Background: an optimization exercise with open tools, aiming at small area, a short achievable clock period and few clock cycles per item. Do not read the settings as production practice. Function was not checked in any run shown here: the RTL went through the layout flow alone. No activity file was given, so power comes from the tool's default toggle rates.

$ cat flow/design.v
module brl_codec (
    input  wire        clk,
    input  wire        rst,         
    input  wire        cmd_valid,
    output wire        cmd_ready,
    input  wire [15:0] cmd,
    output reg         resp_valid,
    output reg  [15:0] resp,
    output wire        out_valid,
    input  wire        out_ready,
    output wire [7:0]  out_data,
    output wire        done,
    output wire        err
);
    localparam [1:0] PH_IDLE  = 2'd0;
    localparam [1:0] PH_RUN   = 2'd1;
    localparam [1:0] PH_FAULT = 2'd2;
    localparam [2:0] E_NONE = 3'd0;
    localparam [2:0] E_LEN  = 3'd1;
    localparam [2:0] E_ILL  = 3'd2;
    localparam [2:0] E_SEQ  = 3'd3;
    function [7:0] rev8;
        input [7:0] b;
        integer k;
        begin
            for (k = 0; k < 8; k = k + 1)
                rev8[k] = b[7-k];
        end
    endfunction
    reg [1:0] ph;
    reg       dir;
    reg       inv;
    reg       done_r;
    reg [2:0] err_r;
    reg [2:0] wp;
    reg [5:0] ln;
    reg [47:0] sl;           
    reg       o;             
    reg       e_act;         
    reg [2:0] e_k;           
    reg       e_o;           
    reg [2:0] e_len;         
    reg       e_inv;         
    reg       e_n8;          
    reg       pend;          
    reg [2:0] p_len;
    reg       padding;       
    reg       ov_r;
    reg [7:0] od_r;
    wire [3:0] op  = cmd[15:12];
    wire [3:0] z   = cmd[11:8];
    wire [7:0] imm = cmd[7:0];
    wire imm0  = (imm == 8'h00);
    wire rd_ok = (imm[7:2] == 6'd0) || (imm[7:3] == 5'b00010 && imm[2:1] != 2'b11);
    wire zok      = (z == 4'd0);
    wire is_nop   = zok && (op == 4'h0) && imm0;
    wire is_start = zok && (op == 4'h1) && (imm[7:2] == 6'd0);
    wire is_push  = zok && (op == 4'h2);
    wire is_eol   = zok && (op == 4'h3) && imm0;
    wire is_end   = zok && (op == 4'h4) && imm0;
    wire is_rst   = zok && (op == 4'h5) && imm0;
    wire is_rd    = zok && (op == 4'h6) && rd_ok;
    wire is_mir   = zok && (op == 4'h7);
    wire is_resv  = !(is_nop || is_start || is_push || is_eol || is_end ||
                      is_rst || is_rd || is_mir);
    wire [15:0] status = {8'h00, err_r, inv, dir, done_r, ph};
    function [7:0] lbv;
        input [2:0] i;
        reg [2:0] s;
        begin
            s = o ? (3'd5 - i) : i;
            lbv = (i < wp) ? sl[8*s +: 8] : 8'h00;
        end
    endfunction
    wire [8:0] ocnt = dir ? ({1'b0, ln, 2'b00} + {2'b00, ln, 1'b0}) : {ln, 3'b000};
    reg [15:0] rd_val;
    always @(*) begin
        case (imm)
            8'h00:   rd_val = status;
            8'h01:   rd_val = {10'd0, ln};
            8'h02:   rd_val = {13'd0, wp};
            8'h03:   rd_val = {7'd0, ocnt};
            8'h10:   rd_val = {8'd0, lbv(3'd0)};
            8'h11:   rd_val = {8'd0, lbv(3'd1)};
            8'h12:   rd_val = {8'd0, lbv(3'd2)};
            8'h13:   rd_val = {8'd0, lbv(3'd3)};
            8'h14:   rd_val = {8'd0, lbv(3'd4)};
            8'h15:   rd_val = {8'd0, lbv(3'd5)};
            default: rd_val = 16'h0000;
        endcase
    end
    wire       f_o   = e_act ? e_o   : o;
    wire [2:0] f_len = e_act ? e_len : wp;
    wire       f_inv = e_act ? e_inv : inv;
    wire [2:0] f_s   = f_o ? e_k : (3'd5 - e_k);
    wire       f_has = ({1'b0, e_k} + {1'b0, f_len}) >= 4'd6;
    wire [7:0] f_raw = f_has ? sl[8*f_s +: 8] : 8'h00;
    wire [7:0] f_byte = e_k[2] & e_k[1] ? 8'h00 : (rev8(f_raw) ^ {8{~f_inv}});
    wire       ld_ok = !ov_r || out_ready;
    wire       e_fin = e_act && ld_ok && (e_k == (e_n8 ? 3'd7 : 3'd5));
    wire blk = e_act && (e_k < 3'd6) && (wp < 3'd6) && (wp >= e_k);
    assign cmd_ready = !(pend || padding || blk);
    assign out_valid = ov_r;
    assign out_data  = od_r;
    assign done      = done_r;
    assign err       = (err_r != E_NONE);
    wire cmd_fire = cmd_valid && cmd_ready;
    reg       comp;          
    reg       comp_a;        
    reg [2:0] comp_len;
    reg       ld;
    always @(posedge clk) begin
        comp     = 1'b0;
        comp_a   = 1'b0;
        comp_len = wp;
        ld       = 1'b0;
        if (rst) begin
            ph         <= PH_IDLE;
            dir        <= 1'b0;
            inv        <= 1'b0;
            done_r     <= 1'b0;
            err_r      <= E_NONE;
            wp         <= 3'd0;
            ln         <= 6'd0;
            o          <= 1'b0;
            e_act      <= 1'b0;
            e_k        <= 3'd0;
            e_o        <= 1'b0;
            e_len      <= 3'd0;
            e_inv      <= 1'b0;
            e_n8       <= 1'b0;
            pend       <= 1'b0;
            p_len      <= 3'd0;
            padding    <= 1'b0;
            ov_r       <= 1'b0;
            od_r       <= 8'h00;
            resp_valid <= 1'b0;
            resp       <= 16'h0000;
        end else begin
            resp_valid <= 1'b0;
            if (padding) begin
                if (!pend) begin
                    if (ln != 6'd32) begin
                        comp     = 1'b1;
                        comp_len = 3'd0;
                        ln       <= ln + 6'd1;
                        o        <= ~o;
                    end else begin
                        padding    <= 1'b0;
                        ph         <= PH_IDLE;
                        done_r     <= 1'b1;
                        resp_valid <= 1'b1;
                        resp       <= {8'h00, err_r, inv, dir, 1'b1, PH_IDLE};
                    end
                end
            end else if (cmd_fire) begin
                resp_valid <= 1'b1;
                resp       <= status;
                if (is_rst) begin
                    ph     <= PH_IDLE;
                    dir    <= 1'b0;
                    inv    <= 1'b0;
                    done_r <= 1'b0;
                    err_r  <= E_NONE;
                    wp     <= 3'd0;
                    ln     <= 6'd0;
                    resp   <= 16'h0000;
                end else if (is_nop) begin
                    resp <= status;
                end else if (is_mir) begin
                    resp <= {8'h00, rev8(imm)};
                end else if (is_rd) begin
                    resp <= rd_val;
                end else if (ph == PH_FAULT) begin
                    resp <= status;
                end else if (is_resv) begin
                    ph     <= PH_FAULT;
                    err_r  <= E_ILL;
                    done_r <= 1'b0;
                    resp   <= {8'h00, E_ILL, inv, dir, 1'b0, PH_FAULT};
                end else if ((is_start && ph != PH_IDLE) ||
                             ((is_push || is_end) && ph != PH_RUN) ||
                             (is_eol && (ph != PH_RUN || dir != 1'b1))) begin
                    ph     <= PH_FAULT;
                    err_r  <= E_SEQ;
                    done_r <= 1'b0;
                    resp   <= {8'h00, E_SEQ, inv, dir, 1'b0, PH_FAULT};
                end else if (is_start) begin
                    ph     <= PH_RUN;
                    dir    <= imm[0];
                    inv    <= imm[1];
                    done_r <= 1'b0;
                    wp     <= 3'd0;
                    ln     <= 6'd0;
                    resp   <= {8'h00, err_r, imm[1], imm[0], 1'b0, PH_RUN};
                end else if (is_push) begin
                    if (dir == 1'b0 && ln == 6'd32) begin
                        ph     <= PH_FAULT;
                        err_r  <= E_LEN;
                        done_r <= 1'b0;
                        resp   <= {8'h00, E_LEN, inv, dir, 1'b0, PH_FAULT};
                    end else if (ln != 6'd32 && wp != 3'd6) begin
                        sl[8*(o ? 3'd5 - wp : wp) +: 8] <= imm;
                        if (dir == 1'b0 && wp == 3'd5) begin
                            comp     = 1'b1;
                            comp_a   = 1'b1;
                            comp_len = 3'd6;
                            wp       <= 3'd0;
                            ln       <= ln + 6'd1;
                            o        <= ~o;
                        end else begin
                            wp <= wp + 3'd1;
                        end
                    end
                end else if (is_eol) begin
                    if (ln != 6'd32) begin
                        comp     = 1'b1;
                        wp       <= 3'd0;
                        ln       <= ln + 6'd1;
                        o        <= ~o;
                    end
                end else if (is_end) begin
                    if (dir == 1'b0) begin
                        if (ln == 6'd32 && wp == 3'd0) begin
                            ph     <= PH_IDLE;
                            done_r <= 1'b1;
                            resp   <= {8'h00, err_r, inv, dir, 1'b1, PH_IDLE};
                        end else begin
                            ph     <= PH_FAULT;
                            err_r  <= E_LEN;
                            done_r <= 1'b0;
                            resp   <= {8'h00, E_LEN, inv, dir, 1'b0, PH_FAULT};
                        end
                    end else if (ln != 6'd32) begin
                        comp       = 1'b1;
                        wp         <= 3'd0;
                        ln         <= ln + 6'd1;
                        o          <= ~o;
                        padding    <= 1'b1;
                        resp_valid <= 1'b0;
                    end else begin
                        ph     <= PH_IDLE;
                        done_r <= 1'b1;
                        resp   <= {8'h00, err_r, inv, dir, 1'b1, PH_IDLE};
                    end
                end
            end
            ld = (e_act || (comp && !comp_a)) && ld_ok;
            if (ld) begin
                ov_r <= 1'b1;
                od_r <= f_byte;
            end else if (out_ready) begin
                ov_r <= 1'b0;
            end
            if (pend && (!e_act || e_fin)) begin
                e_act <= 1'b1;
                e_k   <= 3'd0;
                e_o   <= ~o;
                e_len <= p_len;
                e_inv <= inv;
                e_n8  <= ~dir;
                pend  <= 1'b0;
            end else if (comp && (!e_act || e_fin)) begin
                e_act <= 1'b1;
                e_k   <= (!e_act && ld) ? 3'd1 : 3'd0;
                e_o   <= o;
                e_len <= comp_len;
                e_inv <= inv;
                e_n8  <= ~dir;
            end else begin
                if (comp) begin
                    pend  <= 1'b1;
                    p_len <= comp_len;
                end
                if (e_fin) begin
                    e_act <= 1'b0;
                    e_k   <= 3'd0;
                end else if (ld) begin
                    e_k <= e_k + 3'd1;
                end
            end
        end
    end
endmodule
$ cat flow/run.sh
#!/bin/bash
# synth_recipe.tcl (not shown) runs the flow's synth.tcl, then flattens the netlist and writes it again
# the make line also repeats each setting of config.mk as NAME=value (left out here)
make -C /OpenROAD-flow-scripts/flow DESIGN_CONFIG=/design/flow/config.mk WORK_HOME=/design/flow/orfs CLKGATE_MAP_FILE= SYNTH_SCRIPT=/design/flow/synth_recipe.tcl finish
$ cat flow/config.mk
export PLATFORM = sky130hd
export DESIGN_NAME = brl_codec
export DESIGN_NICKNAME = brl_codec
export VERILOG_FILES = /design/flow/design.v
export SDC_FILE = /design/flow/constraint.sdc
export NUM_CORES = 4
export LEC_CHECK = 0
export CAP_MARGIN = 20
export CORE_MARGIN = 2
export CORE_UTILIZATION = 40
export SLEW_MARGIN = 20
$ cat flow/constraint.sdc
create_clock -name core_clock -period 4.0 [get_ports {clk}]
set_input_delay 0.8000 -clock core_clock [delete_from_list [all_inputs] [get_ports {clk}]]
set_output_delay 0.8000 -clock core_clock [all_outputs]
set_load 0.01 [all_outputs]
==> results of run 1 <==
Yosys cell counts, types with 13 or more instances:
cell type  count  area share, %
mux2_2        84             12
a21oi_1       72            4.7
nand2_1       57            2.8
dfxtp_1       51             13
clkbuf_1      49            2.4
edfxtp_1      48             19
nor2_1        48            2.4
o21ai_0       43            2.8
ha_1          31            5.1
nand3_1       28            1.8
inv_1         22            1.1
a221oi_1      17            1.9
nor3_1        17            1.1
a222oi_1      15            2.0
a22o_1        15            1.7
mux2i_1       15            2.0
nand4_1       13            1.1
cells in the final DEF (no fill, tap or decap), types with 6 or more instances in the layout:
cell type	netlist	layout
clkdlybuf4s50_1	0	40
dfxtp_1	51	51
nand4_1	13	13
a22oi_1	6	6
nor2b_1	9	9
nand3_1	28	28
a31oi_1	9	9
a22o_1	15	15
nor4_1	10	9
mux2i_1	15	15
a211oi_1	12	12
clkbuf_16	0	9
or3_1	9	8
a21oi_1	72	72
mux2_2	84	84
a221oi_1	17	17
nand2_1	57	55
inv_1	22	22
conb_1	1	7
and3_1	11	11
a222oi_1	15	15
buf_4	8	105
nand2b_1	10	10
nor2_1	48	48
o21ai_0	43	42
and2_1	8	8
o22ai_1	7	7
or4_1	8	6
ha_1	31	31
nor3_1	17	14
edfxtp_1	48	48
cells by family (layout without fill, tap and decap cells):
| group | after synthesis | count (layout) | share of synthesized area [%] |
|---|---|---|---|
| fa+ha+maj | 33 | 33 | 5.59 |
| xor+xnor | 10 | 10 | 1.15 |
| mux | 99 | 99 | 14.3 |
| buf+inv | 92 | 186 | 5.09 |
| flops | 99 | 99 | 32.2 |
| other cells | 1 | 7 | 0.0490 |
| compound gates | 259 | 259 | 23.7 |
| simple gates | 258 | 258 | 17.9 |
flip-flops by register name, summed over array words and instances (netlist names), 2 cells and up:
register  cells
sl           48
resp          9
od_r          8
ln            6
e_k           3
e_len         3
p_len         3
wp            3
err_r         2
ph            2
worst max-delay path by stage:
| stage | startpoint | endpoint | slack (ns) | cells after the start |
|---|---|---|---|---|
| 6_report | cmd[5] | e_k[0] | 0.24 | 9 |
| 5_1_grt | wp[1] | sl[32] | 0.006 | 12 |
| 4_1_cts | wp[1] | sl[17] | 0.31 | 12 |
| 3_5_place_dp | cmd[5] | e_k[0] | -0.08 | 9 |
| 3_3_place_gp | cmd[5] | o | -0.04 | 13 |
| 2_1_floorplan | cmd[9] | sl[0] | -0.12 | 8 |
per-stage QoR:
stage	power, W	instances	hold WS, ns	area (µm²)
final	0.00213	1185	0.465	9250
after global routing	0.00219	1185	0.499	9250
after CTS	0.00214	1185	0.469	9250
after detailed placement	0.00125	1169	0.455	8970
after global placement	0.00126	1169	0.451	8970
after floorplan	0.00117	857	0.436	7740
cell type report:
class | instances | area, µm² | area share (%)
multi-input cells | 666 | 4910 | 53.1
flip-flops and latches | 99 | 2460 | 26.6
repair buffers | 147 | 1210 | 13.1
well taps | 234 | 293 | 3.16
clock buffers | 9 | 225 | 2.43
inverters | 23 | 86.3 | 0.933
clock inverters | 7 | 58.8 | 0.636
per-layer routing:
metal / track usage [%] / vias up / share of wire [%] / routed length (µm)
met5: 0 / - / 0 / 0
met4: 11.2 / 0 / 3.8 / 1020
met3: 4.58 / 61 / 6.4 / 1740
met2: 44.3 / 314 / 47 / 12600
met1: 34.7 / 3567 / 43 / 11700
li1: - / 3491 / - / -
power by group:
group / leakage [nW] / internal (W) / switching, W
registers: 0.844 / 0.00106 / 0.00000854
clock network: 0.134 / 0.000434 / 0.000467
logic: 2.41 / 0.0000707 / 0.0000964
critical path, delay by kind of cell:
family | cells | cell delay, ns
and+or+nand+nor | 3 | 1.32
AOI/OAI and AO/OA | 5 | 1.38
buffers and inverters | 1 | 0.48
==> impl_metrics.tcl, run 1 <==
set metrics [dict create \
    synth_cell_types 86 \
    slew_headroom_pct 32.4 \
    cap_violations 0 \
    fp.dieH_um 142 \
    post-route-drc-count 0 \
    cts_hold_buf 0 \
    setup_violations 0 \
    die_x_um 142 \
    r2r_setup_slack_ns 0.34 \
    pin_count 49 \
    hold_violations 0 \
    dp_slack_ns -0.0776 \
    worst_slack_ns 0.244 \
    post-route-min-period_ns 3.76 \
    final_max_slew_viol_count 0 \
    finalSetupTns_ns 0 \
    clk_latency_ns 0.37 \
    drive_above_1_share_pct 25.7 \
    leakagePower_nw 3.39 \
    drt_first_pass_iters 7 \
    cp_cell_sequence "clkdlybuf4s50_1, or3_1, or4_4, or2_1, a211oi_4, o211a_4, a311o_1, a21oi_1, a2111oi_0" \
    core-area_um2 18700 \
    gr-total-overflow 0 \
    min_to "resp[8]" \
    r2r-end "sl[32]" \
    ys_ff_latch 99 \
    drt_wl_total_um 27000 \
    cts_root_buf "clkbuf_16" \
    ant_nets 0 \
    critPathMaxStageDelay_ns 0.57 \
    h-tree-depth 3 \
    post_cts_buffers 0 \
    cp-end-kind "register" \
    fin_nets 999 \
    fin_crit_sh_pct 93.9 \
    start_util_pct 40.9 \
    holdPathStages 2 \
    grt_pass1_wl_um 41000 \
    synth_edf_count 48 \
    rr_startpoint "wp[1]" \
    rows 50 \
    worstHoldStart "resp[8]" \
    wl_per_cell_um 22.8 \
    critPathSlowestCell "or4_4" \
    cts_tree "done" \
    routed_via_density 6.27 \
    portBuffers 41 \
    diodes 0 \
    grt_max_degree 49 \
    synth_area_um2 7650 \
    dieArea_um2 20200 \
    synthCells 851 \
    synthFlopType "dfxtp_1" \
    final_util_pct 49.5 \
    tightest_slew_ns 1.01 \
    rsz0062_at_grt "no" \
    fin_skew_ns 0.0137 \
    r2r_cells 12 \
    ctsLongestPathBuffers 2 \
    hp-class "reg2reg" \
    synth-async-reset-ratio_pct 0 \
    num-fill-cells 1804 \
    synth-warning-count 1 \
    antenna_found_initial 0 \
    drtIter0Drc 676 \
    ys_seq_area_share_pct 32.2 \
    crit_fanout 9 \
    clk_pin_slew_worst_paths_ns 0.08 \
    crit_path_start_kind "input pin" \
    area_growth_pct 21.0 \
    p_per_area_nw_per_um2 231 \
    cts_buffers 9 \
    place_congestion 1.04 \
    syn_area_per_cell_um2 8.99 \
    critPathArrivalTime_ns 4.00 \
    worst_ir_drop_vdd_mv 0.185 \
    cts_num_sinks 99 \
    outcome "complete, no violations" \
    max_freq_ghz 0.266 \
    crit_type "in2reg" \
    required_ns 4.24 \
    track_usage_pct 26.8 \
    grt_pass1_vias 6904 \
    hpwl_um 20000 \
    vias 7433 \
    cts_resized 0 \
]
==> run 2: changes to the inputs <==
--- a/flow/config.mk
+++ b/flow/config.mk
@@ -7,2 +7,3 @@
 export LEC_CHECK = 0
+export ABC_CLOCK_PERIOD_IN_PS = 2000
 export CAP_MARGIN = 20
@@ -10,2 +11,3 @@
 export CORE_UTILIZATION = 40
+export SETUP_SLACK_MARGIN = 2.0
 export SLEW_MARGIN = 20
==> impl_metrics.tcl, run 2 <==
set metrics [dict create \
    routed_via_density 6.40 \
    track_usage_pct 29.6 \
    crit_fanout 6 \
    tightest_slew_ns 0.741 \
    synth_cell_types 86 \
    hpwl_um 19700 \
    drt_wl_total_um 30100 \
    critPathMaxStageDelay_ns 0.54 \
    ctsLongestPathBuffers 2 \
    fin_crit_sh_pct 82.0 \
    synth-warning-count 1 \
    fin_skew_ns 0.00803 \
    portBuffers 41 \
    max_freq_ghz 0.305 \
    pin_count 49 \
    required_ns 4.13 \
    yosys.area.top_type_share_pct 18.8 \
    post-route-min-period_ns 3.28 \
    ant_nets 0 \
    mostFrequentLayoutCells "buf_4 (133), mux2_2 (78), buf_6 (68)" \
    dp_slack_ns -0.153 \
    wl_per_cell_um 23.3 \
    switching_share_pct 24.3 \
    fp.dieH_um 142 \
    worst_ir_drop_vdd_mv 0.182 \
    cts_num_sinks 99 \
    fin_nets 1110 \
    vias 8290 \
    gr-total-overflow 0 \
    critPathArrivalTime_ns 3.41 \
    final_max_slew_viol_count 0 \
    cp-end-kind "register" \
    start_util_pct 40.9 \
    p_comb_share_pct 9.5 \
    leakagePower_nw 4.51 \
    pwr-share-seq_pct 46.6 \
    clk_latency_ns 0.37 \
    fin_area_um2 11400 \
    crit_path_start_kind "input pin" \
    drtIter0Drc 922 \
    rsz0062_at_grt "yes" \
    placed_area_um2 9130 \
    antenna_found_initial 0 \
    synthFlopType "dfxtp_1" \
    drt_first_pass_iters 6 \
    cts_root_buf "clkbuf_16" \
    finalSetupTns_ns 0 \
    clk_pin_slew_worst_paths_ns 0.07 \
    top_register "sl" \
    final_util_pct 61.2 \
    num-fill-cells 1598 \
    cts_hold_buf 0 \
    crit_type "in2reg" \
    setup_violations 0 \
    worst_slack_ns 0.720 \
    internal_power_w 0.00172 \
    cp_cell_sequence "buf_6, or4_4, or4_4, buf_6, nand2b_4, o211ai_1, buf_4, a21boi_4, nand2_2, nor3_4, buf_6, buf_6, buf_6, buf_16" \
    synth_top_cells_by_count "mux2_2 (84), a21oi_1 (72), nand2_1 (57)" \
    final_common_cell "buf_4" \
    synth_edf_count 48 \
    multi_input_area_um2 5780 \
    cap_violations 0 \
    drive_above_1_share_pct 45.6 \
    grt_pass1_vias 7923 \
    synth_area_um2 7650 \
    crit_top_cell "buf_6" \
    h-tree-depth 3 \
    diodes 0 \
    critPathSlowestCell "or4_4" \
    final-seq-area_um2 2490 \
    p_per_area_nw_per_um2 199 \
    synthCells 851 \
    synth-async-reset-ratio_pct 0 \
    post-route-drc-count 0 \
    ys_seq_area_share_pct 32.2 \
    hp-class "reg2reg" \
    synth.most_common_cell "mux2_2" \
    slew_headroom_pct 50.4 \
    core-area_um2 18700 \
    area_growth_pct 49.6 \
    largest_reg_flops 48 \
    cts_tree "done" \
    ys_ff_latch 99 \
    syn_area_per_cell_um2 8.99 \
    pwr-share-clk_pct 43.9 \
    synth.area.top_cells "edfxtp_1 (19%), dfxtp_1 (13%), mux2_2 (12%)" \
    grt_max_degree 28 \
    grt_pass1_wl_um 46000 \
    hold_violations 0 \
    outcome "complete, no violations" \
    p_sw_w 0.000552 \
    cts_buffers 9 \
    yosysTopAreaCell "edfxtp_1" \
    largestRegisters "sl (48), resp (9), od_r (8)" \
    rows 50 \
    dieArea_um2 20200 \
    die_x_um 142 \
    place_congestion 1.03 \
]
-- run 2: cell types whose count changed in the layout (fill, tap and decap cells not counted), moves of 10 or more --
| cell | previous run | this run |
|---|---|---|
| o21ai_0 | 42 | 23 |
| buf_6 | 0 | 68 |
| a21oi_1 | 72 | 57 |
| a21oi_2 | 2 | 14 |
| dlygate4sd2_1 | 0 | 23 |
| buf_4 | 105 | 133 |
| clkdlybuf4s50_1 | 40 | 2 |
| dfxtp_1 | 51 | 41 |
-- run 2: stage by stage --
stage	total power, W	hold WS, ns	cells
after floorplan	0.00118	0.436	857
after global placement	0.00125	0.444	1169
after detailed placement	0.00125	0.453	1169
after CTS	0.00226	0.458	1278
after global routing	0.00233	0.476	1296
final	0.00227	0.451	1296
-- run 2: cell families (layout without fill, tap and decap cells) --
kind of cell / after synthesis / in the layout / synth area share, %
other: 1 / 7 / 0.0490
flip-flops: 99 / 99 / 32.2
adder cells (fa/ha/maj): 33 / 33 / 5.59
multiplexers: 99 / 99 / 14.3
AO/OA/AOI/OAI: 259 / 261 / 23.7
buffers and inverters: 92 / 295 / 5.09
XOR/XNOR: 10 / 10 / 1.15
AND/OR/NAND/NOR: 258 / 258 / 17.9
-- run 2: power groups by stage --
stage | clock, W | combinational (W) | sequential [W]
after global routing | 0.00105 | 0.000227 | 0.00106
after CTS | 0.00101 | 0.000190 | 0.00106
after detailed placement | 0 | 0.000163 | 0.00109
final | 0.000998 | 0.000216 | 0.00106
after floorplan | 0 | 0.0000888 | 0.00109
after global placement | 0 | 0.000164 | 0.00109
-- run 2: final timing paths --
path,startpoint,slack [ns],to,depth (start not counted)
max reg2reg,wp[1],0.78,sl[41],14
min reg2reg,resp[8],0.45,resp[8],2
min,resp[8],0.45,resp[8],2
max,cmd[10],0.72,sl[13],14
-- run 2: layer usage --
| metal | track usage (%) | vias to the layer above | share of wire (%) |
|---|---|---|---|
| li1 | - | 3726 | - |
| met5 | 0 | - | 0 |
| met1 | 40.0 | 4034 | 42 |
| met4 | 14.3 | 0 | 4.5 |
| met3 | 4.98 | 79 | 8.3 |
| met2 | 46.1 | 451 | 45 |
-- run 2: area by class of cell --
type | count | share of cell area (%)
multi-input cells | 668 | 50.5
flip-flops and latches | 99 | 21.8
well taps | 234 | 2.56
clock buffers | 11 | 2.31
repair buffers | 256 | 21.3
clock inverters | 5 | 0.601
inverters | 23 | 0.929
-- run 2: repair_timing --
action,CTS,global route
gates resized for setup,271,69
endpoints found under the setup margin,169,148
pin swaps,72,35
gates cloned,12,0
buffers inserted,81,18
-- run 2: critical path, delay by kind of cell --
kind / cells / cell delay (ns)
compound gates: 2 / 0.34
buf+inv: 7 / 0.97
simple gates: 5 / 1.31

re-timing with driven ports:
Ports are ideal in the flow. The routed layouts listed here were re-timed in OpenROAD.
Step 1 (the two cells are an assumption about what drives the block):
set clk [get_ports {clk}]
set_driving_cell -lib_cell sky130_fd_sc_hd__clkbuf_16 $clk
set_driving_cell -lib_cell sky130_fd_sc_hd__buf_2 [delete_from_list [all_inputs] $clk]
Step 2, shift: input delay + t, output delay - t, t = (earliest + latest rising clock arrival at the registers) / 2. This alone moves slack from input paths to output paths.
Slacks: no drivers / after step 1 / after step 2; pairs: no drivers / after step 1.
run | t (ns) | slack for setup (ns) | worst register clock-pin slew, ns
run 1 | 0.407 | 0.244 / 0.269 / -0.138 | 0.09 / 0.09
run 2 | 0.407 | 0.720 / 0.731 / 0.324 | 0.08 / 0.08
Met with ideal ports but missed after step 2: setup timing in run 1. The setup slack of run 2, which loses most, moves by +0.011 ns with the drivers and by -0.396 ns with both steps.
